What follows belongs to an exercise in optimizing a design on an open flow for small area, a short achievable clock period and few clock cycles per item; a production flow would make more cautious choices. The RTL was checked by simulation tests, not by an equivalence proof against the original design. Power figures rest on the tool's default switching activity, not on a simulated workload.

job 1202:
## tcp_rx
module tcp_rx (
    input  wire        clk,
    input  wire        rst,
    input  wire        start,
    output wire        ready,
    input  wire        raw,
    input  wire [31:0] src_addr,
    input  wire [31:0] dst_addr,
    input  wire [15:0] len,
    input  wire        in_valid,
    output wire        in_ready,
    input  wire [31:0] in_data,
    output reg         done,
    output reg  [1:0]  result,
    output reg  [15:0] csum,
    output reg  [2:0]  seg_class,
    output reg  [15:0] payload_len,
    output reg  [15:0] sport,
    output reg  [15:0] dport,
    output reg  [31:0] seq_num,
    output reg  [31:0] ack_num,
    output reg  [3:0]  doff,
    output reg  [5:0]  flags,
    output reg  [15:0] window,
    output reg  [15:0] cksum_field,
    output reg  [15:0] urg_ptr
);
    localparam [1:0] RES_OK        = 2'd0;
    localparam [1:0] RES_MALFORMED = 2'd1;
    localparam [1:0] RES_CHECKSUM  = 2'd2;
    localparam [2:0] C_NONE   = 3'd0;
    localparam [2:0] C_DATA   = 3'd1;
    localparam [2:0] C_SYN    = 3'd2;
    localparam [2:0] C_SYNACK = 3'd3;
    localparam [2:0] C_ACK    = 3'd4;
    localparam [2:0] C_FIN    = 3'd5;
    localparam [2:0] C_FINACK = 3'd6;
    function [31:0] csa;
        input [15:0] a;
        input [15:0] b;
        input [15:0] c;
        reg   [15:0] s, k;
        begin
            s   = a ^ b ^ c;
            k   = (a & b) | (a & c) | (b & c);
            csa = {k[14:0], k[15], s};
        end
    endfunction
    reg         ready_q;      
    reg         in_ready_q;   
    reg         pend_q;       
    reg         raw_q;
    reg  [1:0]  low_q;        
    reg         short_q;      
    reg         hok_q;        
    reg         clr_q;        
    reg  [13:0] rem_q;        
    reg         rz_q;         
    reg  [4:0]  hc_q;         
    reg  [15:0] sx_q, sy_q;   
    assign ready    = ready_q;
  ...
Settings: LEC_CHECK=0, CAP_MARGIN=20, CORE_MARGIN=2, CORE_UTILIZATION=40, PLACE_DENSITY=0.6, SLEW_MARGIN=20; clock period 11.0 ns.
standard.sh (not shown) runs the stock make flow with config.mk's settings and CLKGATE_MAP_FILE= SYNTH_SCRIPT=/design/flow/synth_recipe.tcl, a recipe that flattens the netlist after the stock synthesis.
==> flow/flow/run.sh <==
#!/bin/bash
# Layout flow: the standard ORFS flow (standard.sh) with these changes:
# - ports buffered by the smallest plain buffer (buf_1) instead of the
#   delay-cell buffer buffer_ports picks by default;
# - timing repair aimed at a setup margin below the clock period, so the
#   resizer works on the paths that set the achieved period; that
#   timing repair only resizes cells, swaps pins and removes buffers
#   (SETUP_MOVE_SEQUENCE), it inserts no buffers;
# - clock tree synthesis without dummy loads, with sink clusters of up to
#   25 registers.
# The make output goes to standard.log; each ORFS step writes its own log
# under orfs/logs/.
set -euo pipefail
bash standard.sh \
  "BUFFER_PORTS_ARGS=-buffer_cell sky130_fd_sc_hd__buf_1" \
  "SETUP_SLACK_MARGIN=7.7" \
  "GPL_TIMING_DRIVEN=0" \
  "SETUP_MOVE_SEQUENCE=unbuffer,sizeup,swap" \
  "CTS_ARGS=-sink_clustering_enable -repair_clock_nets -dont_use_dummy_load -sink_clustering_size 25 -sink_clustering_max_diameter 150" \
  finish > standard.log 2>&1
Testbench counts of job 1202, summed over its fixed seeds: cycles 93,989, items 1,280.
Setup changes, job 1202 to job 6582
- changing PLACE_DENSITY from 0.6 to 0.75
==> flow/flow/run.sh <==
#!/bin/bash
# Layout flow: the standard ORFS flow (standard.sh) with these changes:
# - ports buffered by the smallest plain buffer (buf_1) instead of the
#   delay-cell buffer buffer_ports picks by default;
# - timing repair aimed at a setup margin below the clock period, so the
#   resizer works on the paths that set the achieved period;
# - clock tree synthesis without dummy loads.
# The make output goes to standard.log; each ORFS step writes its own log
# under orfs/logs/.
set -euo pipefail
bash standard.sh \
  "BUFFER_PORTS_ARGS=-buffer_cell sky130_fd_sc_hd__buf_1" \
  "SETUP_SLACK_MARGIN=7.7" \
  "CTS_ARGS=-sink_clustering_enable -repair_clock_nets -dont_use_dummy_load -sink_clustering_size 25 -sink_clustering_max_diameter 150" \
  finish > standard.log 2>&1
Findings:
Combinational fraction of design power: job 6582 vs job 1202 down 0.3 points. Going from job 1202 to job 6582, register-to-register slack went up, wire length after detailed routing went up, clock slew at the register clock pins of the worst setup and hold paths did not really move.
Here is what was changed in the inputs of job 8567 compared with job 6582.
- CORE_UTILIZATION now 55, was 40
- PLACE_DENSITY now 0.7, was 0.75
[summary]
- The final layouts of job 6582 and job 8567 pass the timing, DRC and antenna checks.
- The die area of job 8567 falls short of that of job 6582 by 27%.
- Compared with job 6582, job 8567 shows sequential cell fraction of total power higher by 0.4 points.
- Summary of job 8567 over job 6582: routability congestion estimate picked up an extra about 5%, post-place setup slack picked up an extra 97 ps, critical path depth picked up an extra 8, final worst slack picked up an extra 62 ps.
- Density: job 8567 denser than job 6582
- On first-pass GRT wire length, job 8567 does better than job 6582.
- Against job 6582, job 8567 comes in about 9% lower on met1 routed wirelength after detailed routing.
- Side by side, fraction of met3 tracks used by global routing turned out higher in job 8567 than in job 6582.
- Fmax: job 8567 higher than job 6582

re-timing with driven ports:
How much do the figures lean on ideal ports? The routed layouts below were timed once more, with nothing changed but the port constraints. Step 1 (the two cells are an assumption about what drives the block):
set clk [get_ports {clk}]
set_driving_cell -lib_cell sky130_fd_sc_hd__clkbuf_16 $clk
set_driving_cell -lib_cell sky130_fd_sc_hd__buf_2 [delete_from_list [all_inputs] $clk]
Step 2 adds t to the input delays and takes it off the output delays; t is the mean of the earliest and latest rising clock arrival at the registers after step 1. Input paths then give back, and output paths get back, about the clock's delay inside the block. Three values: no drivers, after step 1, after step 2; two values: the first two.
run	t (ns)	slack for setup (ns)	worst setup path at the end
job 1202	0.514	7.547 / 7.547 / 7.198	input to register
job 6582	0.524	7.529 / 7.480 / 7.190	input to register
job 8567	0.512	7.591 / 7.591 / 7.200	input to register
After both steps setup and hold are still met in every run listed. The setup slack of job 8567, which loses most, moves by 0.000 ns with the drivers and by -0.391 ns with both steps.
